Context: an optimization exercise on an open-source flow, tuned for small area. The choices shown serve that exercise and are no tape-out recipe. In this exercise RTL edits were held to simulation tests only and were not proved equivalent to the original. Power figures rest on the tool's default switching activity, not on a simulated workload.

**flow/flow/run.sh**
```bash
#!/bin/bash
# Own layout flow: the standard layout (standard.sh) with
#  - synthesis by flow/synth.tcl: the standard flow's synthesis script, but ABC maps
#    for area (flow/abc.script) and no adder cells are extracted;
#  - the port buffers that global placement inserts made from buf_1.
# Registers, their names and cell types are those of the standard synthesis.
set -euo pipefail
HERE=$(pwd)
export OWN_ABC_SCRIPT="$HERE/flow/abc.script"
export BUFFER_PORTS_ARGS="-buffer_cell sky130_fd_sc_hd__buf_1"
bash standard.sh SYNTH_SCRIPT="$HERE/flow/synth.tcl" ADDER_MAP_FILE= finish > standard.log 2>&1
```
**flow/flow/abc.script**
```
strash
dch
map -D 4000 -B 0.1
topo
stime -c
```
**flow/flow/synth.tcl**
```tcl
# The standard flow's synthesis script (synth_recipe.tcl) with two changes: every abc
# call maps with the area-oriented script flow/abc.script, and the caller
# sets ADDER_MAP_FILE empty so no half/full adder cells are extracted.
proc synth {args} { yosys synth -nofsm -noshare {*}$args }
proc abc {args} {
  set i [lsearch -exact $args -script]
  if { $i >= 0 } {
    set args [lreplace $args [expr {$i + 1}] [expr {$i + 1}] $::env(OWN_ABC_SCRIPT)]
  }
  yosys abc {*}$args
}
source $::env(SCRIPTS_DIR)/synth.tcl
# left out here: clear keep_hierarchy, flatten, clean up, hide names made inside functions, write 1_2_yosys.v
```
**flow/standard.sh**
```bash
#!/bin/bash
# synth_recipe.tcl (not shown) runs the flow's synth.tcl, then flattens the netlist and writes it again
# the make line also repeats each setting of config.mk as NAME=value (left out here)
make -C /OpenROAD-flow-scripts/flow DESIGN_CONFIG=/design/flow/config.mk WORK_HOME=/design/flow/orfs CLKGATE_MAP_FILE= SYNTH_SCRIPT=/design/flow/synth_recipe.tcl "${@:-finish}"
```
**flow/config.mk**
```make
export PLATFORM = sky130hd
export DESIGN_NAME = koki_h74
export DESIGN_NICKNAME = koki_h74
export VERILOG_FILES = /design/flow/design.v
export SDC_FILE = /design/flow/constraint.sdc
export NUM_CORES = 4
export LEC_CHECK = 0
export ABC_AREA = 1
export CAP_MARGIN = 20
export CORE_MARGIN = 2
export CORE_UTILIZATION = 35
export GPL_TIMING_DRIVEN = 0
export SLEW_MARGIN = 20
export SYNTH_HIERARCHICAL = 1
export SYNTH_MEMORY_MAX_BITS = 32768
```
**flow/constraint.sdc**
```tcl
create_clock -name core_clock -period 7.0 [get_ports {clk}]
set_input_delay 1.4000 -clock core_clock [delete_from_list [all_inputs] [get_ports {clk}]]
set_output_delay 1.4000 -clock core_clock [all_outputs]
set_load 0.01 [all_outputs]
```
**flow/design.v**
```verilog
module koki_core (
    input wire rst,
    input wire cmd_we,
    input wire [31:0] cmd,
    input wire [19:0] m_q,
    input wire grid_q,
    input wire inv_q,
    input wire ill_q,
    output wire [19:0] m_d,
    output wire grid_d,
    output wire inv_d,
    output wire ill_d,
    output wire [35:0] res,
    output wire [1:0] status
);
  wire new_n119, new_n120, new_n121, new_n122, new_n123, new_n124, new_n125, new_n126, new_n127, new_n128, new_n129, new_n130, new_n131, new_n132, new_n133, new_n134, new_n135, new_n136, new_n137, new_n138, new_n139, new_n140, new_n141, new_n142, new_n143, new_n144, new_n145, new_n146, new_n147, new_n148, new_n149, new_n150, new_n151, new_n152, new_n153, new_n154, new_n155, new_n156, new_n157, new_n158, new_n159, new_n160, new_n161, new_n162, new_n163, new_n164, new_n165, new_n166, new_n167, new_n168, new_n169, new_n170, new_n171, new_n172, new_n173, new_n174, new_n175, new_n176, new_n177, new_n178, new_n179, new_n180, new_n181, new_n182, new_n183, new_n184, new_n185, new_n186, new_n187, new_n188, new_n189, new_n190, new_n191, new_n192, new_n193, new_n194, new_n195, new_n196, new_n197, new_n198, new_n199, new_n200, new_n201, new_n202, new_n203, new_n204, new_n205, new_n206, new_n207, new_n208, new_n209, new_n210, new_n211, new_n212, new_n213, new_n214, new_n215, new_n216, new_n217, new_n218, new_n219, new_n220, new_n221, new_n222, new_n223, new_n224, new_n225, new_n226, new_n227, new_n228, new_n229, new_n230, new_n231, new_n232, new_n233, new_n234, new_n235, new_n236, new_n237, new_n238, new_n239, new_n240, new_n241, new_n242, new_n243, new_n244, new_n245, new_n246, new_n247, new_n248, new_n249, new_n250, new_n251, new_n252, new_n253, new_n254, new_n255, new_n256, new_n257, new_n258, new_n259, new_n260, new_n261, new_n262, new_n263, new_n264, new_n265, new_n266, new_n267, new_n268, new_n269, new_n270, new_n271, new_n272, new_n273, new_n274, new_n275, new_n276, new_n277, new_n278, new_n279, new_n280, new_n281, new_n282, new_n283, new_n284, new_n285, new_n286, new_n287, new_n288, new_n289, new_n290, new_n291, new_n292, new_n293, new_n294, new_n295, new_n296, new_n297, new_n298, new_n299, new_n300, new_n301, new_n302, new_n303, new_n304, new_n305, new_n306, new_n307, new_n308, new_n309, new_n310, new_n311, new_n312, new_n313, new_n314, new_n315, new_n316, new_n317, new_n318, new_n319, new_n320, new_n321, new_n322, new_n323, new_n324, new_n325, new_n326, new_n327, new_n328, new_n329, new_n330, new_n331, new_n332, new_n333, new_n334, new_n335, new_n336, new_n337, new_n338, new_n339, new_n340, new_n341, new_n342, new_n343, new_n344, new_n345, new_n346, new_n347, new_n348, new_n349, new_n350, new_n351, new_n352, new_n353, new_n354, new_n355, new_n356, new_n357, new_n358, new_n359, new_n360, new_n361, new_n362, new_n363, new_n364, new_n365, new_n366, new_n367, new_n368, new_n369, new_n370, new_n371, new_n372, new_n373, new_n374, new_n375, new_n376, new_n377, new_n378, new_n379, new_n380, new_n381, new_n382, new_n383, new_n384, new_n385, new_n386, new_n387, new_n388, new_n389, new_n390, new_n391, new_n392, new_n393, new_n394, new_n395, new_n396, new_n397, new_n398, new_n399, new_n400, new_n401, new_n402, new_n403, new_n404, new_n405, new_n406, new_n407, new_n408, new_n409, new_n410, new_n411, new_n412, new_n413, new_n414, new_n415, new_n416, new_n417, new_n418, new_n419, new_n420, new_n421, new_n422, new_n423, new_n424, new_n425, new_n426, new_n427, new_n428, new_n429, new_n430, new_n431, new_n432, new_n433, new_n434, new_n435, new_n436, new_n437, new_n438, new_n439, new_n440, new_n441, new_n442, new_n443, new_n444, new_n445, new_n446, new_n447, new_n448, new_n449, new_n450, new_n451, new_n452, new_n453, new_n454, new_n455, new_n456, new_n457, new_n458, new_n459, new_n460, new_n461, new_n462, new_n463, new_n464, new_n465, new_n466, new_n467, new_n468, new_n469, new_n470, new_n471, new_n472, new_n473, new_n474, new_n475, new_n476, new_n477, new_n478, new_n479, new_n480, new_n481, new_n482, new_n483, new_n484, new_n485, new_n486, new_n487, new_n488, new_n489, new_n490, new_n491, new_n492, new_n493, new_n494, new_n495, new_n496, new_n497, new_n498, new_n499, new_n500, new_n501, new_n502, new_n503, new_n504, new_n505, new_n506, new_n507, new_n508, new_n509, new_n510, new_n511, new_n512, new_n513, new_n514, new_n515, new_n516, new_n517, new_n518, new_n519, new_n520, new_n521, new_n522, new_n523, new_n524, new_n525, new_n526, new_n527, new_n528, new_n529, new_n530, new_n531, new_n532, new_n533, new_n534, new_n535, new_n537, new_n538, new_n539, new_n540, new_n541, new_n542, new_n543, new_n544, new_n545, new_n546, new_n547, new_n548, new_n549, new_n550, new_n551, new_n552, new_n553, new_n554, new_n555, new_n556, new_n557, new_n558, new_n559, new_n561, new_n562, new_n563, new_n564, new_n565, new_n566, new_n567, new_n568, new_n569, new_n570, new_n571, new_n572, new_n573, new_n574, new_n575, new_n576, new_n577, new_n578, new_n579, new_n580, new_n581, new_n582, new_n584, new_n585, new_n586, new_n587, new_n588, new_n589, new_n590, new_n591, new_n592, new_n593, new_n594, new_n595, new_n596, new_n597, new_n598, new_n599, new_n600, new_n601, new_n602, new_n604, new_n605, new_n606, new_n607, new_n608, new_n609, new_n610, new_n611, new_n612, new_n613, new_n614, new_n615, new_n616, new_n618, new_n619, new_n620, new_n621, new_n622, new_n623, new_n624, new_n625, new_n626, new_n627, new_n628, new_n629, new_n630, new_n631, new_n633, new_n634, new_n635, new_n636, new_n637, new_n638, new_n639, new_n640, new_n641, new_n642, new_n643, new_n644, new_n645, new_n646, new_n648, new_n649, new_n650, new_n651, new_n652, new_n653, new_n654, new_n655, new_n656, new_n657, new_n659, new_n660, new_n661, new_n662, new_n663, new_n664, new_n665, new_n666, new_n667, new_n668, new_n669, new_n670, new_n671, new_n672, new_n673, new_n675, new_n676, new_n677, new_n678, new_n679, new_n680, new_n681, new_n682, new_n683, new_n684, new_n686, new_n687, new_n688, new_n689, new_n690, new_n691, new_n693, new_n694, new_n695, new_n696, new_n697, new_n699, new_n700, new_n701, new_n702, new_n704, new_n705, new_n706, new_n707, new_n709, new_n710, new_n711, new_n712, new_n714, new_n715, new_n716, new_n717, new_n719, new_n720, new_n721, new_n722, new_n724, new_n725, new_n726, new_n727, new_n729, new_n730, new_n731, new_n732, new_n734, new_n735, new_n736, new_n738, new_n739, new_n741, new_n742, new_n743, new_n744, new_n745, new_n746, new_n747, new_n748, new_n749, new_n750, new_n751, new_n752, new_n753, new_n754, new_n755, new_n756, new_n757, new_n758, new_n759, new_n760, new_n761, new_n762, new_n763, new_n764, new_n765, new_n766, new_n767, new_n768, new_n769, new_n771, new_n772, new_n774, new_n775, new_n776, new_n777, new_n778, new_n779, new_n780, new_n781, new_n782, new_n784, new_n785, new_n786, new_n787, new_n788, new_n789, new_n790, new_n791, new_n792, new_n793, new_n795, new_n796, new_n797, new_n798, new_n799, new_n800, new_n801, new_n802, new_n803, new_n805, new_n806, new_n807, new_n808, new_n809, new_n810, new_n811, new_n812, new_n813, new_n815, new_n816, new_n817, new_n818, new_n819, new_n820, new_n821, new_n822, new_n823, new_n825, new_n826, new_n827, new_n828, new_n829, new_n830, new_n831, new_n832, new_n834, new_n835, new_n836, new_n837, new_n838, new_n839, new_n840, new_n842, new_n843, new_n844, new_n845, new_n846, new_n847, new_n848, new_n850, new_n851, new_n852, new_n853, new_n854, new_n855, new_n856, new_n858, new_n859, new_n860, new_n861, new_n862, new_n863, new_n864, new_n866, new_n868, new_n870, new_n872, new_n874, new_n876, new_n877, new_n878, new_n879, new_n881, new_n882, new_n883, new_n884, new_n885, new_n887, new_n888, new_n889, new_n890, new_n891, new_n893, new_n894, new_n895, new_n896, new_n897, new_n899, new_n900, new_n901, new_n902, new_n903, new_n906, new_n908, new_n910, new_n912, new_n914, new_n916, new_n918, new_n920, new_n922, new_n925, new_n927, new_n929, new_n931;
  assign new_n119 = cmd[28] & ~cmd[31] ;
  assign new_n120 = ~cmd[20] & ~cmd[21] ;
  assign new_n121 = ~cmd[22] & new_n120;
  assign new_n122 = cmd[28] & cmd[29] ;
  assign new_n123 = cmd[30] & new_n122;
  assign new_n124 = ~new_n121 & ~new_n123;
  assign new_n125 = ~cmd[12] & ~cmd[13] ;
  assign new_n126 = ~cmd[14] & ~cmd[15] ;
  assign new_n127 = new_n125 & new_n126;
  assign new_n128 = ~cmd[8] & ~cmd[9] ;
  assign new_n129 = ~cmd[10] & ~cmd[11] ;
  assign new_n130 = new_n128 & new_n129;
  assign new_n131 = new_n127 & new_n130;
  assign new_n132 = ~cmd[29] & cmd[31] ;
  assign new_n133 = cmd[7] & new_n132;
  assign new_n134 = ~cmd[16] & ~cmd[17] ;
  assign new_n135 = ~cmd[18] & ~cmd[19] ;
  assign new_n136 = new_n134 & new_n135;
  assign new_n137 = ~new_n133 & new_n136;
  assign new_n138 = new_n131 & new_n137;
  assign new_n139 = ~cmd[28] & cmd[29] ;
  assign new_n140 = cmd[31] & new_n139;
  assign new_n141 = ~new_n138 & ~new_n140;
  assign new_n142 = ~new_n124 & ~new_n141;
  assign new_n143 = cmd[22] & ~new_n120;
  assign new_n144 = cmd[28] & new_n132;
  assign new_n145 = ~new_n143 & new_n144;
  assign new_n146 = ~new_n142 & ~new_n145;
  assign new_n147 = ~cmd[25] & ~cmd[26] ;
  assign new_n148 = ~cmd[27] & new_n147;
  assign new_n149 = ~rst & cmd_we;
  assign new_n150 = ~cmd[23] & ~cmd[24] ;
  assign new_n151 = new_n149 & new_n150;
  assign new_n152 = new_n148 & new_n151;
  assign new_n153 = ~new_n146 & new_n152;
  assign new_n154 = ~cmd[30] & new_n153;
  assign new_n155 = cmd[29] & new_n154;
  assign new_n156 = new_n119 & new_n155;
  assign new_n157 = ~cmd[6] & cmd[29] ;
  assign new_n158 = ~cmd[29] & ~cmd[31] ;
  assign new_n159 = cmd[6] & new_n158;
  assign new_n160 = ~new_n157 & ~new_n159;
  assign new_n161 = cmd[5] & ~cmd[29] ;
  assign new_n162 = ~cmd[5] & cmd[29] ;
  assign new_n163 = ~cmd[5] & ~cmd[6] ;
  assign new_n164 = ~cmd[0] & cmd[4] ;
  assign new_n165 = ~cmd[1] & ~cmd[2] ;
  assign new_n166 = cmd[1] & cmd[2] ;
  assign new_n167 = ~new_n165 & ~new_n166;
  assign new_n168 = cmd[5] & cmd[6] ;
  assign new_n169 = ~new_n163 & ~new_n168;
  assign new_n170 = ~new_n167 & new_n169;
  assign new_n171 = new_n167 & ~new_n169;
  assign new_n172 = ~new_n170 & ~new_n171;
  assign new_n173 = ~new_n164 & new_n172;
  assign new_n174 = ~cmd[2] & cmd[6] ;
  assign new_n175 = cmd[2] & ~cmd[6] ;
  assign new_n176 = ~new_n174 & ~new_n175;
  assign new_n177 = cmd[3] & ~cmd[7] ;
  assign new_n178 = cmd[1] & ~cmd[5] ;
  assign new_n179 = ~new_n177 & ~new_n178;
  assign new_n180 = new_n176 & new_n179;
  assign new_n181 = ~new_n173 & new_n180;
  assign new_n182 = new_n174 & ~new_n177;
  assign new_n183 = ~cmd[3] & cmd[7] ;
  assign new_n184 = ~new_n182 & ~new_n183;
  assign new_n185 = ~new_n181 & new_n184;
  assign new_n186 = ~cmd[3] & ~cmd[4] ;
  assign new_n187 = cmd[5] & cmd[7] ;
  assign new_n188 = ~cmd[5] & ~cmd[7] ;
  assign new_n189 = ~new_n187 & ~new_n188;
  assign new_n190 = ~new_n186 & ~new_n189;
  assign new_n191 = ~cmd[6] & new_n166;
  assign new_n192 = ~new_n190 & ~new_n191;
  assign new_n193 = ~new_n163 & ~new_n192;
  assign new_n194 = cmd[3] & ~cmd[4] ;
  assign new_n195 = ~cmd[3] & cmd[4] ;
  assign new_n196 = ~new_n194 & ~new_n195;
  assign new_n197 = new_n169 & new_n196;
  assign new_n198 = ~cmd[3] & new_n174;
  assign new_n199 = new_n197 & new_n198;
  assign new_n200 = ~new_n193 & ~new_n199;
  assign new_n201 = ~new_n185 & ~new_n200;
  assign new_n202 = ~cmd[4] & new_n201;
  assign new_n203 = ~cmd[0] & ~cmd[2] ;
  assign new_n204 = cmd[3] & ~new_n165;
  assign new_n205 = ~new_n203 & new_n204;
  assign new_n206 = cmd[4] & new_n205;
  assign new_n207 = ~cmd[0] & ~cmd[1] ;
  assign new_n208 = cmd[2] & ~new_n207;
  assign new_n209 = ~cmd[6] & new_n208;
  assign new_n210 = new_n206 & new_n209;
  assign new_n211 = ~cmd[7] & ~new_n210;
  assign new_n212 = cmd[5] & ~new_n211;
  assign new_n213 = new_n185 & ~new_n212;
  assign new_n214 = ~cmd[5] & ~new_n205;
  assign new_n215 = cmd[6] & new_n214;
  assign new_n216 = cmd[4] & ~new_n215;
  assign new_n217 = new_n213 & new_n216;
  assign new_n218 = ~new_n202 & ~new_n217;
  assign new_n219 = ~new_n190 & ~new_n211;
  assign new_n220 = cmd[7] & new_n206;
  assign new_n221 = ~new_n169 & ~new_n220;
  assign new_n222 = ~new_n219 & ~new_n221;
  assign new_n223 = ~cmd[5] & ~new_n194;
  assign new_n224 = new_n167 & ~new_n223;
  assign new_n225 = ~cmd[2] & ~cmd[3] ;
  assign new_n226 = cmd[2] & cmd[3] ;
  assign new_n227 = ~cmd[4] & ~cmd[6] ;
  assign new_n228 = ~new_n226 & new_n227;
  assign new_n229 = ~new_n225 & new_n228;
  assign new_n230 = ~new_n224 & new_n229;
  assign new_n231 = ~new_n169 & new_n219;
  assign new_n232 = ~new_n230 & ~new_n231;
  assign new_n233 = ~new_n222 & new_n232;
  assign new_n234 = new_n218 & ~new_n233;
  assign new_n235 = ~new_n201 & ~new_n234;
  assign new_n236 = new_n163 & ~new_n235;
  assign new_n237 = cmd[7] & ~new_n236;
  assign new_n238 = ~cmd[29] & ~new_n237;
  assign new_n239 = ~cmd[5] & new_n204;
  assign new_n240 = ~cmd[4] & ~new_n239;
  assign new_n241 = ~cmd[6] & ~new_n240;
  assign new_n242 = ~new_n235 & new_n241;
  assign new_n243 = cmd[6] & ~cmd[7] ;
  assign new_n244 = cmd[0] & new_n166;
  assign new_n245 = new_n239 & new_n244;
  assign new_n246 = cmd[4] & ~cmd[5] ;
  assign new_n247 = ~cmd[4] & cmd[5] ;
  assign new_n248 = ~new_n204 & new_n247;
  assign new_n249 = ~new_n246 & ~new_n248;
  assign new_n250 = ~new_n245 & new_n249;
  assign new_n251 = new_n243 & ~new_n250;
  assign new_n252 = ~cmd[6] & ~cmd[7] ;
  assign new_n253 = cmd[5] & new_n252;
  assign new_n254 = ~new_n228 & new_n253;
  assign new_n255 = ~new_n206 & new_n254;
  assign new_n256 = new_n167 & new_n196;
  assign new_n257 = new_n188 & new_n228;
  assign new_n258 = ~new_n256 & new_n257;
  assign new_n259 = cmd[6] & cmd[7] ;
  assign new_n260 = new_n207 & new_n225;
  assign new_n261 = ~new_n223 & ~new_n260;
  assign new_n262 = new_n259 & ~new_n261;
  assign new_n263 = new_n195 & ~new_n244;
  assign new_n264 = new_n262 & ~new_n263;
  assign new_n265 = ~new_n258 & ~new_n264;
  assign new_n266 = ~new_n255 & new_n265;
  assign new_n267 = ~new_n251 & new_n266;
  assign new_n268 = ~new_n242 & new_n267;
  assign new_n269 = ~new_n235 & new_n268;
  assign new_n270 = ~cmd[5] & new_n269;
  assign new_n271 = ~cmd[28] & cmd[31] ;
  assign new_n272 = ~new_n119 & ~new_n271;
  assign new_n273 = cmd[7] & new_n272;
  assign new_n274 = ~new_n270 & new_n273;
  assign new_n275 = ~new_n238 & ~new_n274;
  assign new_n276 = cmd[4] & ~new_n275;
  assign new_n277 = ~cmd[4] & new_n275;
  assign new_n278 = ~new_n276 & ~new_n277;
  assign new_n279 = ~new_n218 & new_n233;
  assign new_n280 = ~cmd[29] & ~new_n234;
  assign new_n281 = ~new_n279 & new_n280;
  assign new_n282 = ~new_n272 & ~new_n281;
  assign new_n283 = cmd[29] & ~new_n268;
  assign new_n284 = ~new_n282 & ~new_n283;
  assign new_n285 = cmd[1] & new_n121;
  assign new_n286 = cmd[20] & ~cmd[21] ;
  assign new_n287 = cmd[5] & new_n286;
  assign new_n288 = cmd[17] & cmd[22] ;
  assign new_n289 = ~new_n287 & ~new_n288;
  assign new_n290 = ~cmd[20] & cmd[21] ;
  assign new_n291 = cmd[9] & new_n290;
  assign new_n292 = cmd[20] & cmd[21] ;
  assign new_n293 = cmd[13] & new_n292;
  assign new_n294 = ~new_n291 & ~new_n293;
  assign new_n295 = new_n289 & new_n294;
  assign new_n296 = ~new_n285 & new_n295;
  assign new_n297 = ~new_n284 & new_n296;
  assign new_n298 = new_n284 & ~new_n296;
  assign new_n299 = ~new_n297 & ~new_n298;
  assign new_n300 = cmd[29] & new_n272;
  assign new_n301 = cmd[0] & cmd[2] ;
  assign new_n302 = ~new_n203 & ~new_n301;
  assign new_n303 = ~new_n167 & new_n195;
  assign new_n304 = ~new_n302 & new_n303;
  assign new_n305 = new_n262 & ~new_n304;
  assign new_n306 = cmd[1] & ~new_n302;
  assign new_n307 = ~cmd[5] & ~new_n306;
  assign new_n308 = ~cmd[4] & ~new_n307;
  assign new_n309 = new_n204 & ~new_n308;
  assign new_n310 = ~new_n248 & ~new_n309;
  assign new_n311 = ~cmd[7] & ~new_n310;
  assign new_n312 = ~cmd[1] & new_n302;
  assign new_n313 = new_n246 & new_n312;
  assign new_n314 = new_n207 & new_n247;
  assign new_n315 = ~new_n195 & ~new_n314;
  assign new_n316 = ~cmd[2] & ~new_n315;
  assign new_n317 = ~cmd[6] & ~new_n239;
  assign new_n318 = ~new_n316 & new_n317;
  assign new_n319 = ~new_n313 & new_n318;
  assign new_n320 = ~new_n311 & ~new_n319;
  assign new_n321 = new_n205 & ~new_n228;
  assign new_n322 = ~new_n214 & ~new_n321;
  assign new_n323 = new_n226 & new_n246;
  assign new_n324 = new_n252 & ~new_n323;
  assign new_n325 = ~new_n322 & new_n324;
  assign new_n326 = ~cmd[3] & new_n187;
  assign new_n327 = ~new_n325 & ~new_n326;
  assign new_n328 = ~new_n320 & new_n327;
  assign new_n329 = ~new_n305 & ~new_n328;
  assign new_n330 = new_n300 & ~new_n329;
  assign new_n331 = new_n189 & new_n213;
  assign new_n332 = ~cmd[4] & ~new_n331;
  assign new_n333 = cmd[5] & new_n259;
  assign new_n334 = ~new_n206 & new_n333;
  assign new_n335 = cmd[2] & new_n188;
  assign new_n336 = ~cmd[6] & ~new_n335;
  assign new_n337 = ~new_n190 & new_n336;
  assign new_n338 = ~new_n334 & ~new_n337;
  assign new_n339 = ~new_n260 & ~new_n338;
  assign new_n340 = new_n201 & ~new_n339;
  assign new_n341 = ~new_n332 & ~new_n340;
  assign new_n342 = ~new_n202 & ~new_n341;
  assign new_n343 = cmd[28] & ~cmd[29] ;
  assign new_n344 = ~cmd[31] & new_n343;
  assign new_n345 = ~new_n217 & new_n344;
  assign new_n346 = ~new_n342 & new_n345;
  assign new_n347 = ~new_n330 & ~new_n346;
  assign new_n348 = cmd[0] & new_n121;
  assign new_n349 = cmd[8] & new_n290;
  assign new_n350 = cmd[16] & cmd[22] ;
  assign new_n351 = ~new_n349 & ~new_n350;
  assign new_n352 = ~new_n348 & new_n351;
  assign new_n353 = ~new_n347 & ~new_n352;
  assign new_n354 = ~cmd[29] & ~new_n346;
  assign new_n355 = ~new_n353 & ~new_n354;
  assign new_n356 = new_n299 & new_n355;
  assign new_n357 = ~new_n297 & ~new_n356;
  assign new_n358 = new_n269 & new_n272;
  assign new_n359 = ~new_n281 & ~new_n358;
  assign new_n360 = ~new_n274 & ~new_n338;
  assign new_n361 = ~new_n359 & new_n360;
  assign new_n362 = ~new_n235 & new_n338;
  assign new_n363 = ~new_n272 & ~new_n362;
  assign new_n364 = ~cmd[29] & ~new_n363;
  assign new_n365 = cmd[4] & new_n264;
  assign new_n366 = new_n300 & ~new_n333;
  assign new_n367 = ~new_n254 & new_n366;
  assign new_n368 = ~new_n365 & new_n367;
  assign new_n369 = new_n338 & new_n368;
  assign new_n370 = new_n359 & new_n369;
  assign new_n371 = ~new_n364 & ~new_n370;
  assign new_n372 = ~new_n361 & new_n371;
  assign new_n373 = new_n357 & ~new_n372;
  assign new_n374 = ~new_n357 & new_n372;
  assign new_n375 = cmd[2] & new_n121;
  assign new_n376 = cmd[6] & new_n286;
  assign new_n377 = cmd[18] & cmd[22] ;
  assign new_n378 = ~new_n376 & ~new_n377;
  assign new_n379 = ~new_n375 & new_n378;
  assign new_n380 = ~new_n374 & ~new_n379;
  assign new_n381 = ~new_n373 & ~new_n380;
  assign new_n382 = ~new_n237 & ~new_n252;
  assign new_n383 = cmd[4] & cmd[6] ;
  assign new_n384 = ~new_n235 & ~new_n383;
  assign new_n385 = cmd[5] & ~new_n227;
  assign new_n386 = ~new_n384 & new_n385;
  assign new_n387 = ~new_n382 & ~new_n386;
  assign new_n388 = ~new_n241 & ~new_n387;
  assign new_n389 = new_n368 & ~new_n388;
  assign new_n390 = ~new_n272 & ~new_n387;
  assign new_n391 = ~new_n389 & ~new_n390;
  assign new_n392 = ~cmd[29] & ~new_n272;
  assign new_n393 = ~new_n300 & ~new_n392;
  assign new_n394 = new_n391 & ~new_n393;
  assign new_n395 = new_n381 & ~new_n394;
  assign new_n396 = ~new_n381 & new_n391;
  assign new_n397 = ~cmd[3] & ~new_n396;
  assign new_n398 = ~new_n395 & ~new_n397;
  assign new_n399 = new_n278 & new_n398;
  assign new_n400 = ~new_n276 & ~new_n399;
  assign new_n401 = ~new_n162 & ~new_n400;
  assign new_n402 = ~new_n161 & ~new_n401;
  assign new_n403 = new_n160 & ~new_n402;
  assign new_n404 = ~new_n160 & new_n402;
  assign new_n405 = ~new_n403 & ~new_n404;
  assign new_n406 = ~cmd[31] & new_n161;
  assign new_n407 = ~new_n162 & ~new_n406;
  assign new_n408 = new_n400 & ~new_n407;
  assign new_n409 = ~new_n400 & new_n407;
  assign new_n410 = ~new_n408 & ~new_n409;
  assign new_n411 = new_n405 & new_n410;
  assign new_n412 = ~new_n395 & ~new_n396;
  assign new_n413 = cmd[3] & new_n121;
  assign new_n414 = cmd[7] & new_n286;
  assign new_n415 = cmd[19] & cmd[22] ;
  assign new_n416 = ~new_n414 & ~new_n415;
  assign new_n417 = cmd[11] & new_n290;
  assign new_n418 = cmd[15] & new_n292;
  assign new_n419 = ~new_n417 & ~new_n418;
  assign new_n420 = new_n416 & new_n419;
  assign new_n421 = ~new_n413 & new_n420;
  assign new_n422 = ~new_n412 & new_n421;
  assign new_n423 = new_n412 & ~new_n421;
  assign new_n424 = ~new_n422 & ~new_n423;
  assign new_n425 = cmd[4] & new_n286;
  assign new_n426 = cmd[12] & new_n292;
  assign new_n427 = ~new_n425 & ~new_n426;
  assign new_n428 = new_n352 & new_n427;
  assign new_n429 = ~new_n347 & new_n428;
  assign new_n430 = new_n347 & ~new_n428;
  assign new_n431 = ~new_n429 & ~new_n430;
  assign new_n432 = ~new_n299 & ~new_n355;
  assign new_n433 = ~new_n356 & ~new_n432;
  assign new_n434 = ~new_n431 & ~new_n433;
  assign new_n435 = ~new_n373 & ~new_n374;
  assign new_n436 = cmd[14] & new_n292;
  assign new_n437 = cmd[10] & new_n290;
  assign new_n438 = ~new_n436 & ~new_n437;
  assign new_n439 = new_n379 & new_n438;
  assign new_n440 = new_n435 & ~new_n439;
  assign new_n441 = ~new_n435 & new_n439;
  assign new_n442 = ~new_n440 & ~new_n441;
  assign new_n443 = new_n434 & new_n442;
  assign new_n444 = new_n424 & new_n443;
  assign new_n445 = ~new_n278 & ~new_n398;
  assign new_n446 = ~new_n132 & ~new_n399;
  assign new_n447 = ~new_n445 & new_n446;
  assign new_n448 = new_n444 & new_n447;
  assign new_n449 = new_n410 & ~new_n448;
  assign new_n450 = ~new_n405 & ~new_n449;
  assign new_n451 = ~new_n411 & ~new_n450;
  assign new_n452 = ~new_n158 & ~new_n243;
  assign new_n453 = ~new_n402 & ~new_n452;
  assign new_n454 = ~new_n157 & ~new_n453;
  assign new_n455 = cmd[7] & ~new_n454;
  assign new_n456 = new_n259 & new_n402;
  assign new_n457 = cmd[29] & new_n453;
  assign new_n458 = ~new_n456 & ~new_n457;
  assign new_n459 = ~new_n455 & new_n458;
  assign new_n460 = new_n424 & new_n447;
  assign new_n461 = ~new_n424 & ~new_n447;
  assign new_n462 = ~new_n460 & ~new_n461;
  assign new_n463 = ~new_n433 & new_n442;
  assign new_n464 = new_n431 & ~new_n433;
  assign new_n465 = ~new_n442 & ~new_n464;
  assign new_n466 = ~new_n463 & ~new_n465;
  assign new_n467 = ~new_n462 & new_n466;
  assign new_n468 = ~new_n444 & ~new_n466;
  assign new_n469 = new_n462 & new_n468;
  assign new_n470 = ~new_n467 & ~new_n469;
  assign new_n471 = new_n459 & ~new_n470;
  assign new_n472 = ~new_n459 & new_n470;
  assign new_n473 = ~new_n471 & ~new_n472;
  assign new_n474 = new_n451 & new_n473;
  assign new_n475 = ~new_n451 & ~new_n473;
  assign new_n476 = ~new_n474 & ~new_n475;
  assign new_n477 = new_n156 & new_n476;
  assign new_n478 = ~new_n139 & ~new_n343;
  assign new_n479 = ~cmd[30] & new_n478;
  assign new_n480 = ~new_n300 & new_n479;
  assign new_n481 = ~cmd[28] & new_n158;
  assign new_n482 = cmd[30] & ~new_n481;
  assign new_n483 = ~new_n480 & ~new_n482;
  assign new_n484 = new_n153 & new_n483;
  assign new_n485 = ~new_n431 & new_n484;
  assign new_n486 = new_n154 & ~new_n481;
  assign new_n487 = new_n188 & new_n227;
  assign new_n488 = cmd[7] & cmd[29] ;
  assign new_n489 = ~new_n343 & ~new_n488;
  assign new_n490 = ~new_n487 & ~new_n489;
  assign new_n491 = cmd[30] & ~cmd[31] ;
  assign new_n492 = ~new_n490 & new_n491;
  assign new_n493 = new_n153 & new_n492;
  assign new_n494 = ~new_n486 & ~new_n493;
  assign new_n495 = ~rst & new_n494;
  assign new_n496 = m_q[0] & new_n495;
  assign new_n497 = new_n343 & new_n493;
  assign new_n498 = ~cmd[3] & ~new_n302;
  assign new_n499 = cmd[3] & new_n302;
  assign new_n500 = ~new_n498 & ~new_n499;
  assign new_n501 = new_n497 & new_n500;
  assign new_n502 = ~new_n227 & ~new_n383;
  assign new_n503 = new_n302 & ~new_n502;
  assign new_n504 = ~new_n302 & new_n502;
  assign new_n505 = ~new_n503 & ~new_n504;
  assign new_n506 = ~new_n123 & ~new_n505;
  assign new_n507 = ~cmd[20] & ~new_n506;
  assign new_n508 = ~new_n123 & new_n172;
  assign new_n509 = ~cmd[21] & new_n123;
  assign new_n510 = ~new_n508 & ~new_n509;
  assign new_n511 = ~new_n507 & new_n510;
  assign new_n512 = ~new_n169 & ~new_n196;
  assign new_n513 = ~new_n197 & ~new_n512;
  assign new_n514 = ~new_n123 & new_n513;
  assign new_n515 = ~cmd[22] & new_n123;
  assign new_n516 = ~new_n514 & ~new_n515;
  assign new_n517 = new_n511 & new_n516;
  assign new_n518 = cmd[6] & ~new_n517;
  assign new_n519 = ~cmd[6] & new_n517;
  assign new_n520 = ~new_n518 & ~new_n519;
  assign new_n521 = ~cmd[28] & new_n132;
  assign new_n522 = new_n154 & new_n521;
  assign new_n523 = ~new_n520 & new_n522;
  assign new_n524 = new_n139 & ~new_n505;
  assign new_n525 = ~cmd[22] & new_n286;
  assign new_n526 = ~cmd[0] & ~new_n525;
  assign new_n527 = cmd[0] & new_n525;
  assign new_n528 = new_n122 & ~new_n527;
  assign new_n529 = ~new_n526 & new_n528;
  assign new_n530 = ~new_n524 & ~new_n529;
  assign new_n531 = new_n493 & ~new_n530;
  assign new_n532 = ~new_n523 & ~new_n531;
  assign new_n533 = ~new_n501 & new_n532;
  assign new_n534 = ~new_n496 & new_n533;
  assign new_n535 = ~new_n485 & new_n534;
  assign m_d[0] = new_n477 | ~new_n535;
  assign new_n537 = ~new_n433 & new_n484;
  assign new_n538 = new_n156 & new_n431;
  assign new_n539 = m_q[1] & new_n495;
  assign new_n540 = new_n507 & new_n510;
  assign new_n541 = new_n516 & new_n540;
  assign new_n542 = cmd[5] & ~new_n541;
  assign new_n543 = ~cmd[5] & new_n541;
  assign new_n544 = ~new_n542 & ~new_n543;
  assign new_n545 = new_n522 & ~new_n544;
  assign new_n546 = new_n172 & ~new_n478;
  assign new_n547 = ~cmd[22] & new_n290;
  assign new_n548 = cmd[1] & ~new_n547;
  assign new_n549 = ~cmd[1] & new_n547;
  assign new_n550 = new_n478 & ~new_n549;
  assign new_n551 = ~new_n548 & new_n550;
  assign new_n552 = ~new_n546 & ~new_n551;
  assign new_n553 = new_n493 & new_n552;
  assign new_n554 = ~new_n545 & ~new_n553;
  assign new_n555 = ~new_n539 & new_n554;
  assign new_n556 = new_n501 & ~new_n555;
  assign new_n557 = ~new_n501 & new_n555;
  assign new_n558 = ~new_n556 & ~new_n557;
  assign new_n559 = ~new_n538 & ~new_n558;
  assign m_d[1] = new_n537 | ~new_n559;
  assign new_n561 = new_n442 & new_n484;
  assign new_n562 = ~new_n431 & new_n433;
  assign new_n563 = ~new_n464 & ~new_n562;
  assign new_n564 = new_n156 & ~new_n563;
  assign new_n565 = m_q[2] & new_n495;
  assign new_n566 = ~new_n507 & ~new_n510;
  assign new_n567 = new_n516 & new_n566;
  assign new_n568 = cmd[4] & ~new_n567;
  assign new_n569 = ~cmd[4] & new_n567;
  assign new_n570 = ~new_n568 & ~new_n569;
  assign new_n571 = new_n522 & ~new_n570;
  assign new_n572 = new_n511 & ~new_n516;
  assign new_n573 = cmd[2] & ~new_n572;
  assign new_n574 = ~cmd[2] & new_n572;
  assign new_n575 = ~new_n573 & ~new_n574;
  assign new_n576 = new_n122 & ~new_n575;
  assign new_n577 = ~new_n478 & ~new_n513;
  assign new_n578 = ~new_n576 & ~new_n577;
  assign new_n579 = new_n493 & ~new_n578;
  assign new_n580 = ~new_n571 & ~new_n579;
  assign new_n581 = ~new_n565 & new_n580;
  assign new_n582 = ~new_n564 & new_n581;
  assign m_d[2] = new_n561 | ~new_n582;
  assign new_n584 = new_n424 & new_n484;
  assign new_n585 = new_n442 & new_n562;
  assign new_n586 = ~new_n442 & ~new_n562;
  assign new_n587 = ~new_n585 & ~new_n586;
  assign new_n588 = new_n156 & ~new_n587;
  assign new_n589 = m_q[3] & new_n495;
  assign new_n590 = new_n522 & ~new_n575;
  assign new_n591 = new_n120 & new_n516;
  assign new_n592 = ~cmd[3] & new_n591;
  assign new_n593 = ~new_n306 & ~new_n312;
  assign new_n594 = ~cmd[29] & ~new_n593;
  assign new_n595 = cmd[3] & ~new_n591;
  assign new_n596 = ~new_n594 & ~new_n595;
  assign new_n597 = ~new_n592 & new_n596;
  assign new_n598 = cmd[28] & new_n493;
  assign new_n599 = ~new_n597 & new_n598;
  assign new_n600 = ~new_n590 & ~new_n599;
  assign new_n601 = ~new_n589 & new_n600;
  assign new_n602 = ~new_n588 & new_n601;
  assign m_d[3] = new_n584 | ~new_n602;
  assign new_n604 = new_n447 & new_n484;
  assign new_n605 = ~new_n463 & new_n563;
  assign new_n606 = new_n424 & new_n605;
  assign new_n607 = ~new_n424 & ~new_n605;
  assign new_n608 = ~new_n606 & ~new_n607;
  assign new_n609 = new_n156 & ~new_n608;
  assign new_n610 = m_q[4] & new_n495;
  assign new_n611 = new_n122 & new_n493;
  assign new_n612 = ~new_n570 & new_n611;
  assign new_n613 = cmd[2] & new_n497;
  assign new_n614 = ~new_n612 & ~new_n613;
  assign new_n615 = ~new_n610 & new_n614;
  assign new_n616 = ~new_n609 & new_n615;
  assign m_d[4] = new_n604 | ~new_n616;
  assign new_n618 = ~new_n434 & ~new_n442;
  assign new_n619 = ~new_n424 & new_n443;
  assign new_n620 = ~new_n618 & ~new_n619;
  assign new_n621 = new_n447 & ~new_n620;
  assign new_n622 = ~new_n447 & new_n620;
  assign new_n623 = ~new_n621 & ~new_n622;
  assign new_n624 = new_n156 & ~new_n623;
  assign new_n625 = new_n410 & new_n484;
  assign new_n626 = m_q[5] & new_n495;
  assign new_n627 = cmd[1] & new_n497;
  assign new_n628 = ~new_n544 & new_n611;
  assign new_n629 = ~new_n627 & ~new_n628;
  assign new_n630 = ~new_n626 & new_n629;
  assign new_n631 = ~new_n625 & new_n630;
  assign m_d[5] = new_n624 | ~new_n631;
  assign new_n633 = ~new_n424 & ~new_n443;
  assign new_n634 = new_n444 & ~new_n447;
  assign new_n635 = ~new_n633 & ~new_n634;
  assign new_n636 = new_n410 & ~new_n635;
  assign new_n637 = ~new_n410 & new_n635;
  assign new_n638 = ~new_n636 & ~new_n637;
  assign new_n639 = new_n156 & ~new_n638;
  assign new_n640 = new_n405 & new_n484;
  assign new_n641 = m_q[6] & new_n495;
  assign new_n642 = cmd[0] & new_n497;
  assign new_n643 = ~new_n520 & new_n611;
  assign new_n644 = ~new_n642 & ~new_n643;
  assign new_n645 = ~new_n641 & new_n644;
  assign new_n646 = ~new_n640 & new_n645;
  assign m_d[6] = new_n639 | ~new_n646;
  assign new_n648 = ~new_n459 & new_n484;
  assign new_n649 = m_q[7] & new_n495;
  assign new_n650 = ~new_n410 & new_n448;
  assign new_n651 = ~new_n444 & ~new_n447;
  assign new_n652 = ~new_n650 & ~new_n651;
  assign new_n653 = new_n405 & ~new_n652;
  assign new_n654 = ~new_n405 & new_n652;
  assign new_n655 = ~new_n653 & ~new_n654;
  assign new_n656 = new_n156 & ~new_n655;
  assign new_n657 = ~new_n649 & ~new_n656;
  assign m_d[7] = new_n648 | ~new_n657;
  assign new_n659 = new_n478 & new_n484;
  assign new_n660 = new_n476 & new_n659;
  assign new_n661 = ~new_n449 & ~new_n650;
  assign new_n662 = ~new_n459 & ~new_n661;
  assign new_n663 = new_n411 & new_n448;
  assign new_n664 = ~new_n459 & new_n663;
  assign new_n665 = new_n459 & ~new_n663;
  assign new_n666 = ~new_n664 & ~new_n665;
  assign new_n667 = new_n661 & ~new_n666;
  assign new_n668 = ~new_n662 & ~new_n667;
  assign new_n669 = new_n156 & new_n668;
  assign new_n670 = m_q[8] & new_n495;
  assign new_n671 = cmd[8] & new_n155;
  assign new_n672 = ~new_n670 & ~new_n671;
  assign new_n673 = ~new_n669 & new_n672;
  assign m_d[8] = new_n660 | ~new_n673;
  assign new_n675 = new_n410 & ~new_n663;
  assign new_n676 = new_n473 & ~new_n675;
  assign new_n677 = ~new_n473 & new_n675;
  assign new_n678 = ~new_n676 & ~new_n677;
  assign new_n679 = new_n156 & ~new_n678;
  assign new_n680 = new_n431 & new_n659;
  assign new_n681 = m_q[9] & new_n495;
  assign new_n682 = cmd[9] & new_n155;
  assign new_n683 = ~new_n681 & ~new_n682;
  assign new_n684 = ~new_n680 & new_n683;
  assign m_d[9] = new_n679 | ~new_n684;
  assign new_n686 = new_n119 & new_n666;
  assign new_n687 = ~cmd[10] & ~new_n686;
  assign new_n688 = new_n155 & ~new_n687;
  assign new_n689 = m_q[10] & new_n495;
  assign new_n690 = ~new_n563 & new_n659;
  assign new_n691 = ~new_n689 & ~new_n690;
  assign m_d[10] = new_n688 | ~new_n691;
  assign new_n693 = ~new_n587 & new_n659;
  assign new_n694 = m_q[11] & new_n495;
  assign new_n695 = cmd[11] & new_n155;
  assign new_n696 = ~new_n694 & ~new_n695;
  assign new_n697 = ~new_n693 & new_n696;
  assign m_d[11] = new_n477 | ~new_n697;
  assign new_n699 = ~new_n608 & new_n659;
  assign new_n700 = m_q[12] & new_n495;
  assign new_n701 = cmd[12] & new_n155;
  assign new_n702 = ~new_n700 & ~new_n701;
  assign m_d[12] = new_n699 | ~new_n702;
  assign new_n704 = ~new_n623 & new_n659;
  assign new_n705 = m_q[13] & new_n495;
  assign new_n706 = cmd[13] & new_n155;
  assign new_n707 = ~new_n705 & ~new_n706;
  assign m_d[13] = new_n704 | ~new_n707;
  assign new_n709 = ~new_n638 & new_n659;
  assign new_n710 = m_q[14] & new_n495;
  assign new_n711 = cmd[14] & new_n155;
  assign new_n712 = ~new_n710 & ~new_n711;
  assign m_d[14] = new_n709 | ~new_n712;
  assign new_n714 = ~new_n655 & new_n659;
  assign new_n715 = m_q[15] & new_n495;
  assign new_n716 = cmd[15] & new_n155;
  assign new_n717 = ~new_n715 & ~new_n716;
  assign m_d[15] = new_n714 | ~new_n717;
  assign new_n719 = new_n659 & new_n668;
  assign new_n720 = m_q[16] & new_n495;
  assign new_n721 = cmd[16] & new_n155;
  assign new_n722 = ~new_n720 & ~new_n721;
  assign m_d[16] = new_n719 | ~new_n722;
  assign new_n724 = new_n659 & ~new_n678;
  assign new_n725 = m_q[17] & new_n495;
  assign new_n726 = cmd[17] & new_n155;
  assign new_n727 = ~new_n725 & ~new_n726;
  assign m_d[17] = new_n724 | ~new_n727;
  assign new_n729 = new_n659 & new_n666;
  assign new_n730 = m_q[18] & new_n495;
  assign new_n731 = cmd[18] & new_n155;
  assign new_n732 = ~new_n730 & ~new_n731;
  assign m_d[18] = new_n729 | ~new_n732;
  assign new_n734 = m_q[19] & new_n495;
  assign new_n735 = cmd[19] & new_n155;
  assign new_n736 = ~new_n734 & ~new_n735;
  assign m_d[19] = new_n660 | ~new_n736;
  assign new_n738 = grid_q & new_n495;
  assign new_n739 = cmd[31] & new_n155;
  assign grid_d = new_n738 | new_n739;
  assign new_n741 = inv_q & new_n495;
  assign new_n742 = new_n164 & new_n333;
  assign new_n743 = ~new_n487 & ~new_n742;
  assign new_n744 = ~cmd[2] & ~new_n743;
  assign new_n745 = new_n244 & new_n487;
  assign new_n746 = new_n169 & ~new_n176;
  assign new_n747 = cmd[0] & ~cmd[4] ;
  assign new_n748 = cmd[7] & ~new_n747;
  assign new_n749 = ~cmd[7] & ~new_n164;
  assign new_n750 = ~new_n748 & ~new_n749;
  assign new_n751 = new_n746 & new_n750;
  assign new_n752 = ~new_n745 & ~new_n751;
  assign new_n753 = ~new_n744 & new_n752;
  assign new_n754 = new_n180 & ~new_n747;
  assign new_n755 = new_n185 & new_n754;
  assign new_n756 = new_n753 & ~new_n755;
  assign new_n757 = ~new_n167 & new_n512;
  assign new_n758 = ~new_n256 & ~new_n757;
  assign new_n759 = ~new_n753 & new_n758;
  assign new_n760 = new_n344 & ~new_n759;
  assign new_n761 = ~new_n756 & new_n760;
  assign new_n762 = new_n186 & ~new_n208;
  assign new_n763 = cmd[29] & ~new_n762;
  assign new_n764 = new_n186 & new_n244;
  assign new_n765 = ~new_n763 & ~new_n764;
  assign new_n766 = new_n333 & ~new_n393;
  assign new_n767 = ~new_n765 & new_n766;
  assign new_n768 = ~new_n761 & ~new_n767;
  assign new_n769 = new_n154 & ~new_n768;
  assign inv_d = new_n741 | new_n769;
  assign new_n771 = cmd_we & new_n494;
  assign new_n772 = ~ill_q & ~new_n771;
  assign ill_d = ~rst & ~new_n772;
  assign new_n774 = grid_q & ~inv_q;
  assign new_n775 = ~m_q[3] & new_n774;
  assign new_n776 = m_q[2] & new_n775;
  assign new_n777 = ~m_q[2] & new_n774;
  assign new_n778 = m_q[3] & new_n777;
  assign new_n779 = ~new_n776 & ~new_n778;
  assign new_n780 = m_q[0] & ~new_n779;
  assign new_n781 = ~m_q[0] & ~inv_q;
  assign new_n782 = new_n779 & new_n781;
  assign res[0] = ~new_n780 & ~new_n782;
  assign new_n784 = ~m_q[4] & ~m_q[6] ;
  assign new_n785 = m_q[4] & m_q[6] ;
  assign new_n786 = ~new_n784 & ~new_n785;
  assign new_n787 = m_q[7] & new_n774;
  assign new_n788 = new_n786 & new_n787;
  assign new_n789 = ~m_q[7] & new_n774;
  assign new_n790 = ~new_n786 & new_n789;
  assign new_n791 = ~grid_q & ~inv_q;
  assign new_n792 = ~m_q[1] & new_n791;
  assign new_n793 = ~new_n790 & ~new_n792;
  assign res[1] = ~new_n788 & new_n793;
  assign new_n795 = ~m_q[8] & ~m_q[10] ;
  assign new_n796 = m_q[8] & m_q[10] ;
  assign new_n797 = ~new_n795 & ~new_n796;
  assign new_n798 = m_q[11] & new_n774;
  assign new_n799 = new_n797 & new_n798;
  assign new_n800 = ~m_q[11] & new_n774;
  assign new_n801 = ~new_n797 & new_n800;
  assign new_n802 = ~m_q[2] & new_n791;
  assign new_n803 = ~new_n801 & ~new_n802;
  assign res[2] = ~new_n799 & new_n803;
  assign new_n805 = ~m_q[12] & ~m_q[14] ;
  assign new_n806 = m_q[12] & m_q[14] ;
  assign new_n807 = ~new_n805 & ~new_n806;
  assign new_n808 = m_q[15] & new_n774;
  assign new_n809 = new_n807 & new_n808;
  assign new_n810 = ~m_q[15] & new_n774;
  assign new_n811 = ~new_n807 & new_n810;
  assign new_n812 = ~m_q[3] & new_n791;
  assign new_n813 = ~new_n811 & ~new_n812;
  assign res[3] = ~new_n809 & new_n813;
  assign new_n815 = ~m_q[16] & ~m_q[18] ;
  assign new_n816 = m_q[16] & m_q[18] ;
  assign new_n817 = ~new_n815 & ~new_n816;
  assign new_n818 = m_q[19] & new_n774;
  assign new_n819 = new_n817 & new_n818;
  assign new_n820 = ~m_q[19] & new_n774;
  assign new_n821 = ~new_n817 & new_n820;
  assign new_n822 = ~m_q[4] & new_n791;
  assign new_n823 = ~new_n821 & ~new_n822;
  assign res[4] = ~new_n819 & new_n823;
  assign new_n825 = ~m_q[0] & ~m_q[1] ;
  assign new_n826 = m_q[0] & m_q[1] ;
  assign new_n827 = ~new_n825 & ~new_n826;
  assign new_n828 = new_n774 & new_n827;
  assign new_n829 = m_q[3] & new_n828;
  assign new_n830 = new_n775 & ~new_n827;
  assign new_n831 = ~m_q[5] & new_n791;
  assign new_n832 = ~new_n830 & ~new_n831;
  assign res[5] = ~new_n829 & new_n832;
  assign new_n834 = ~m_q[4] & ~m_q[5] ;
  assign new_n835 = m_q[4] & m_q[5] ;
  assign new_n836 = ~new_n834 & ~new_n835;
  assign new_n837 = new_n787 & new_n836;
  assign new_n838 = new_n789 & ~new_n836;
  assign new_n839 = ~m_q[6] & new_n791;
  assign new_n840 = ~new_n838 & ~new_n839;
  assign res[6] = ~new_n837 & new_n840;
  assign new_n842 = ~m_q[8] & ~m_q[9] ;
  assign new_n843 = m_q[8] & m_q[9] ;
  assign new_n844 = ~new_n842 & ~new_n843;
  assign new_n845 = new_n798 & new_n844;
  assign new_n846 = new_n800 & ~new_n844;
  assign new_n847 = ~m_q[7] & new_n791;
  assign new_n848 = ~new_n846 & ~new_n847;
  assign res[7] = ~new_n845 & new_n848;
  assign new_n850 = ~m_q[12] & ~m_q[13] ;
  assign new_n851 = m_q[12] & m_q[13] ;
  assign new_n852 = ~new_n850 & ~new_n851;
  assign new_n853 = new_n808 & new_n852;
  assign new_n854 = new_n810 & ~new_n852;
  assign new_n855 = ~m_q[8] & new_n791;
  assign new_n856 = ~new_n854 & ~new_n855;
  assign res[8] = ~new_n853 & new_n856;
  assign new_n858 = ~m_q[16] & ~m_q[17] ;
  assign new_n859 = m_q[16] & m_q[17] ;
  assign new_n860 = ~new_n858 & ~new_n859;
  assign new_n861 = new_n818 & new_n860;
  assign new_n862 = new_n820 & ~new_n860;
  assign new_n863 = ~m_q[9] & new_n791;
  assign new_n864 = ~new_n862 & ~new_n863;
  assign res[9] = ~new_n861 & new_n864;
  assign new_n866 = ~m_q[10] & new_n791;
  assign res[10] = ~new_n775 & ~new_n866;
  assign new_n868 = ~m_q[11] & new_n791;
  assign res[11] = ~new_n789 & ~new_n868;
  assign new_n870 = ~m_q[12] & new_n791;
  assign res[12] = ~new_n800 & ~new_n870;
  assign new_n872 = ~m_q[13] & new_n791;
  assign res[13] = ~new_n810 & ~new_n872;
  assign new_n874 = ~m_q[14] & new_n791;
  assign res[14] = ~new_n820 & ~new_n874;
  assign new_n876 = m_q[2] & new_n828;
  assign new_n877 = new_n777 & ~new_n827;
  assign new_n878 = ~m_q[15] & new_n791;
  assign new_n879 = ~new_n877 & ~new_n878;
  assign res[15] = ~new_n876 & new_n879;
  assign new_n881 = ~m_q[16] & new_n791;
  assign new_n882 = ~m_q[6] & new_n836;
  assign new_n883 = m_q[6] & ~new_n836;
  assign new_n884 = new_n774 & ~new_n883;
  assign new_n885 = ~new_n882 & new_n884;
  assign res[16] = ~new_n881 & ~new_n885;
  assign new_n887 = ~m_q[17] & new_n791;
  assign new_n888 = ~m_q[10] & new_n844;
  assign new_n889 = m_q[10] & ~new_n844;
  assign new_n890 = new_n774 & ~new_n889;
  assign new_n891 = ~new_n888 & new_n890;
  assign res[17] = ~new_n887 & ~new_n891;
  assign new_n893 = ~m_q[18] & new_n791;
  assign new_n894 = ~m_q[14] & new_n852;
  assign new_n895 = m_q[14] & ~new_n852;
  assign new_n896 = new_n774 & ~new_n895;
  assign new_n897 = ~new_n894 & new_n896;
  assign res[18] = ~new_n893 & ~new_n897;
  assign new_n899 = ~m_q[19] & new_n791;
  assign new_n900 = ~m_q[18] & new_n860;
  assign new_n901 = m_q[18] & ~new_n860;
  assign new_n902 = new_n774 & ~new_n901;
  assign new_n903 = ~new_n900 & new_n902;
  assign res[19] = ~new_n899 & ~new_n903;
  assign res[20] = ~new_n777 & ~new_n791;
  assign new_n906 = m_q[6] & grid_q;
  assign res[21] = inv_q | new_n906;
  assign new_n908 = m_q[10] & grid_q;
  assign res[22] = inv_q | new_n908;
  assign new_n910 = m_q[14] & grid_q;
  assign res[23] = inv_q | new_n910;
  assign new_n912 = m_q[18] & grid_q;
  assign res[24] = inv_q | new_n912;
  assign new_n914 = m_q[1] & grid_q;
  assign res[25] = inv_q | new_n914;
  assign new_n916 = m_q[5] & grid_q;
  assign res[26] = inv_q | new_n916;
  assign new_n918 = m_q[9] & grid_q;
  assign res[27] = inv_q | new_n918;
  assign new_n920 = m_q[13] & grid_q;
  assign res[28] = inv_q | new_n920;
  assign new_n922 = m_q[17] & grid_q;
  assign res[29] = inv_q | new_n922;
  assign res[30] = ~new_n781 & ~new_n791;
  assign new_n925 = m_q[4] & grid_q;
  assign res[31] = inv_q | new_n925;
  assign new_n927 = m_q[8] & grid_q;
  assign res[32] = inv_q | new_n927;
  assign new_n929 = m_q[12] & grid_q;
  assign res[33] = inv_q | new_n929;
  assign new_n931 = m_q[16] & grid_q;
  assign res[34] = inv_q | new_n931;
  assign res[35] = inv_q;
  assign status[0] = inv_q;
  assign status[1] = ill_q;
endmodule
module koki_h74 (
    input  wire        clk,
    input  wire        rst,
    input  wire        cmd_we,
    input  wire [31:0] cmd,
    output wire [35:0] res,
    output wire [1:0]  status      
);
    reg  [19:0] m_q;
    reg         grid_q, ill_q;
    reg         ninv_q;                   
    wire        inv_q = ~ninv_q;
    wire [19:0] m_d;
    wire        grid_d, inv_d, ill_d;
    koki_core u_core (
        .rst(rst), .cmd_we(cmd_we), .cmd(cmd),
        .m_q(m_q), .grid_q(grid_q), .inv_q(inv_q), .ill_q(ill_q),
        .m_d(m_d), .grid_d(grid_d), .inv_d(inv_d), .ill_d(ill_d),
        .res(res), .status(status)
    );
    always @(posedge clk) begin
        m_q    <= m_d;
        grid_q <= grid_d;
        ninv_q <= ~inv_d;
        ill_q  <= ill_d;
    end
endmodule
```
==> notes.md <==
number of DRC violations after detailed routing=0; switching share of power=48.0%; IO Port Bufs=72; relative slew slack=34.2%; layout cell share with drive strength beyond 1=5.05%; Primary FF master, synth=dfxtp_1; num rows=34; Vias=4337; Async SR Flop Fraction=0%; gr usage total=24.1%; period utilization=94.5%; Ports=73; GRT overflow=0; leakage power=1.35 nW; drt initial violations=475; Pint=0.265 mW; post-synthesis register bit count=23; Crit-path slowest cell=or2_2; worst setup path end=m_q[0]; largest net degree at the start of global routing=25; Skew-Pair Late Insertion Delay=260 ps; vias per cell=5.85; number of global-route vias before repair=3791; WP depth=30; setup TNS=0 ps; worst slew pin tran=984 ps; antenna violations before repair=0; max-slew violations=0; TritonCTS clock tree=yes; total die area=0.00993 mm2; Arr. time, crit path=6780 ps; placer congestion estimate=0.968; CP Max Fanout=13; worst setup margin=386 ps; reg2reg end=ninv_q; Placed Cells=736; Initial Utilization=36.4%; placed cell area=0.00362 mm2; Synth top area share=14.4%; PD cells=137 mW/mm2; Post-Place Worst Slack=-314 ps; CP startpoint kind=input port; die height=99.6 um; part of the power in registers=25.8%; peak supply drop=0.0925 mV; Setup Skew=0 ps; Worst setup EP type=flop; RSZ-0062 raised after global routing=false; Clk pwr share=16.0%; sequential element share of the synthesized area=14.4%; CP max stage delay=330 ps; final instance area=0.00372 mm2; R2R Setup Slk=5730 ps; first-pass GRT wire length=19.3 mm; Synth warnings=7; Comb pwr share=58.1%; run status=no timing/DRC/antenna violations; number of synthesized flops with an enable pin=0; worst min-delay path class=flop to flop; most used cell, CP=nand2_1; H-tree depth reported by CTS=1; Crit. Startpoint=cmd[5]; die width=99.6 um; Crit Reg-Reg Startpoint=ninv_q; syn avg cell area=5.77 um2; Worst Path Required=7170 ps; Hold Buf Count CTS=0; Nets=670; delay-heaviest family, CP=simple AND/OR/NAND/NOR gates; Sink Count=23; Overall Power=0.509 mW; Final Hold Fails=0; HPWL after DPL=10.1 mm; drt total wl=12.4 mm; Cells after Synth=555; Yosys cell types=36; most frequent cells after synthesis=98 x nor2_1, 87 x clkinv_1, 85 x nand2_1; Clock Path Buffers=2; Worst R2R Path Depth=4; P_sw=0.244 mW; fmax=151 MHz; Area Overhead vs Synth=16.1%; WP buf/inv=2; Initial DRT Pass Iterations=5; Clock Tree Root=clkbuf_8; Syn Std Cell Area=0.00320 mm2; non-filler instance count after layout=742; largest area contributor in the netlist=dfxtp_1; largest cells by area after synthesis=dfxtp_1 14%, nor2_1 11%, clkinv_1 10%, nand2_1 10%, a21oi_1 7.5%; Avg WL per Cell=16.7 um; Period minus WS final=6610 ps; most frequent cell after synthesis=nor2_1; final setup vio count=0; syn nets=590; total CTS buffers=3; clk slew on worst S/H paths=80 ps; core region area=0.00881 mm2; Crit Path Category=input port to flop; Max Cap Violations=0; ant diodes=0; number of routed nets with antenna violations=0; fillers=973
==> kinds of logic after synthesis <==
kind of cell	share of synthesized area (%)
compound gates	35.1
xor+xnor	10.1
buf+inv	10.9
flops	14.4
simple gates	29.5
==> Yosys stat by module, one instance, submodules excluded <==
| module | times used | cells inside | flops+latches | area (um2) |
|---|---|---|---|---|
| koki_core | 1 | 530 | 0 | 2730 |
| koki_h74 | 1 | 25 | 23 | 468 |
==> worst min path at each step <==
stage / start / to / slack [ps] / cells past startpoint
3_3_place_gp: ill_q / ill_q / 460 / 2
3_5_place_dp: ill_q / ill_q / 460 / 2
5_1_grt: ill_q / ill_q / 560 / 2
4_1_cts: ill_q / ill_q / 480 / 2
6_report: ill_q / ill_q / 480 / 2
2_1_floorplan: ill_q / ill_q / 440 / 2
==> metal layers <==
| metal | vias up | wire (um) | share of wire, % | global-route usage, % |
|---|---|---|---|---|
| met3 | 22 | 1070 | 8.6 | 3.58 |
| met5 | - | 0 | 0 | 0 |
| met2 | 228 | 5550 | 45 | 39.4 |
| li1 | 2118 | - | - | - |
| met1 | 1969 | 5540 | 45 | 33.1 |
| met4 | 0 | 259 | 2.1 | 6.53 |
==> state kept, by name, indices dropped and copies added, names as in the netlist <==
register / count
ninv_q: 1
m_q: 20
ill_q: 1
grid_q: 1
==> power by group through the flow <==
stage / registers [mW] / logic [mW] / clock network (mW)
floorplan: 0.135 / 0.194 / 0
global placement: 0.135 / 0.278 / 0
detailed placement: 0.135 / 0.278 / 0
CTS: 0.132 / 0.280 / 0.0830
global route: 0.132 / 0.322 / 0.0909
finish: 0.132 / 0.296 / 0.0816
==> cell type report <==
cell class,count,area [um2],share of cell area (%)
Multi-Input combinational cell,442,2410,64.9
Sequential cell,23,460,12.4
Clock buffer,3,41.3,1.11
Timing Repair Buffer,75,304,8.18
Clock inverter,1,5.00,0.135
Inverter,87,338,9.08
Tap cell,108,135,3.63
Buffer,3,22.5,0.606
==> placed cells by master, fill, tap and decap left out, types with 15 or more instances in the layout <==
cell type	count
nor2_1	96
nand2_1	85
clkinv_1	83
buf_1	66
a21oi_1	48
o21ai_0	40
xor2_1	24
dfxtp_1	23
nand3_1	19
nor3_1	19
a22oi_1	18
a221oi_1	15
==> worst register-to-register path, cell delays in order, from the launching register on <==
cell and delay, ps:
dfxtp_1 310, clkinv_1 120, clkinv_1 380, o22ai_1 260
clkinv_1 90
==> repair_timing <==
action,CTS,global route
pin swaps,0,0
setup buffers,0,2
gates resized for setup,4,12
setup endpoints to repair,5,11
==> metrics by stage <==
stage | util, % | hold WS, ps
5_1_grt | 42.2 | 558
4_1_cts | 41.7 | 484
2_1_floorplan | - | 438
3_3_place_gp | 41.0 | 457
6_report | 42.2 | 484
3_5_place_dp | 41.1 | 465

[re-timing with driven ports]
The flow's constraints put no driver on any port. The routed layout listed below was extracted and timed again, unchanged, in two steps. Step 1 assumes that a clkbuf_16 drives the clock port and a buf_2 every other input. Step 2, shift: input delay + t, output delay - t, t = (earliest + latest rising clock arrival at the registers) / 2. This alone moves slack from input paths to output paths. Three values: ideal, step 1, step 2; two values: the first two.
t, ns: 0.286
setup slack, ns: 0.386 / 0.392 / 0.106
hold slack, ns: 0.484 / 0.484 / 0.484
worst setup path at the end: input to register
worst slew at a driven data input, ns: 0.04
After both steps setup and hold are still met in this run. The setup slack of this run moves by +0.006 ns with the drivers and by -0.280 ns with both steps.
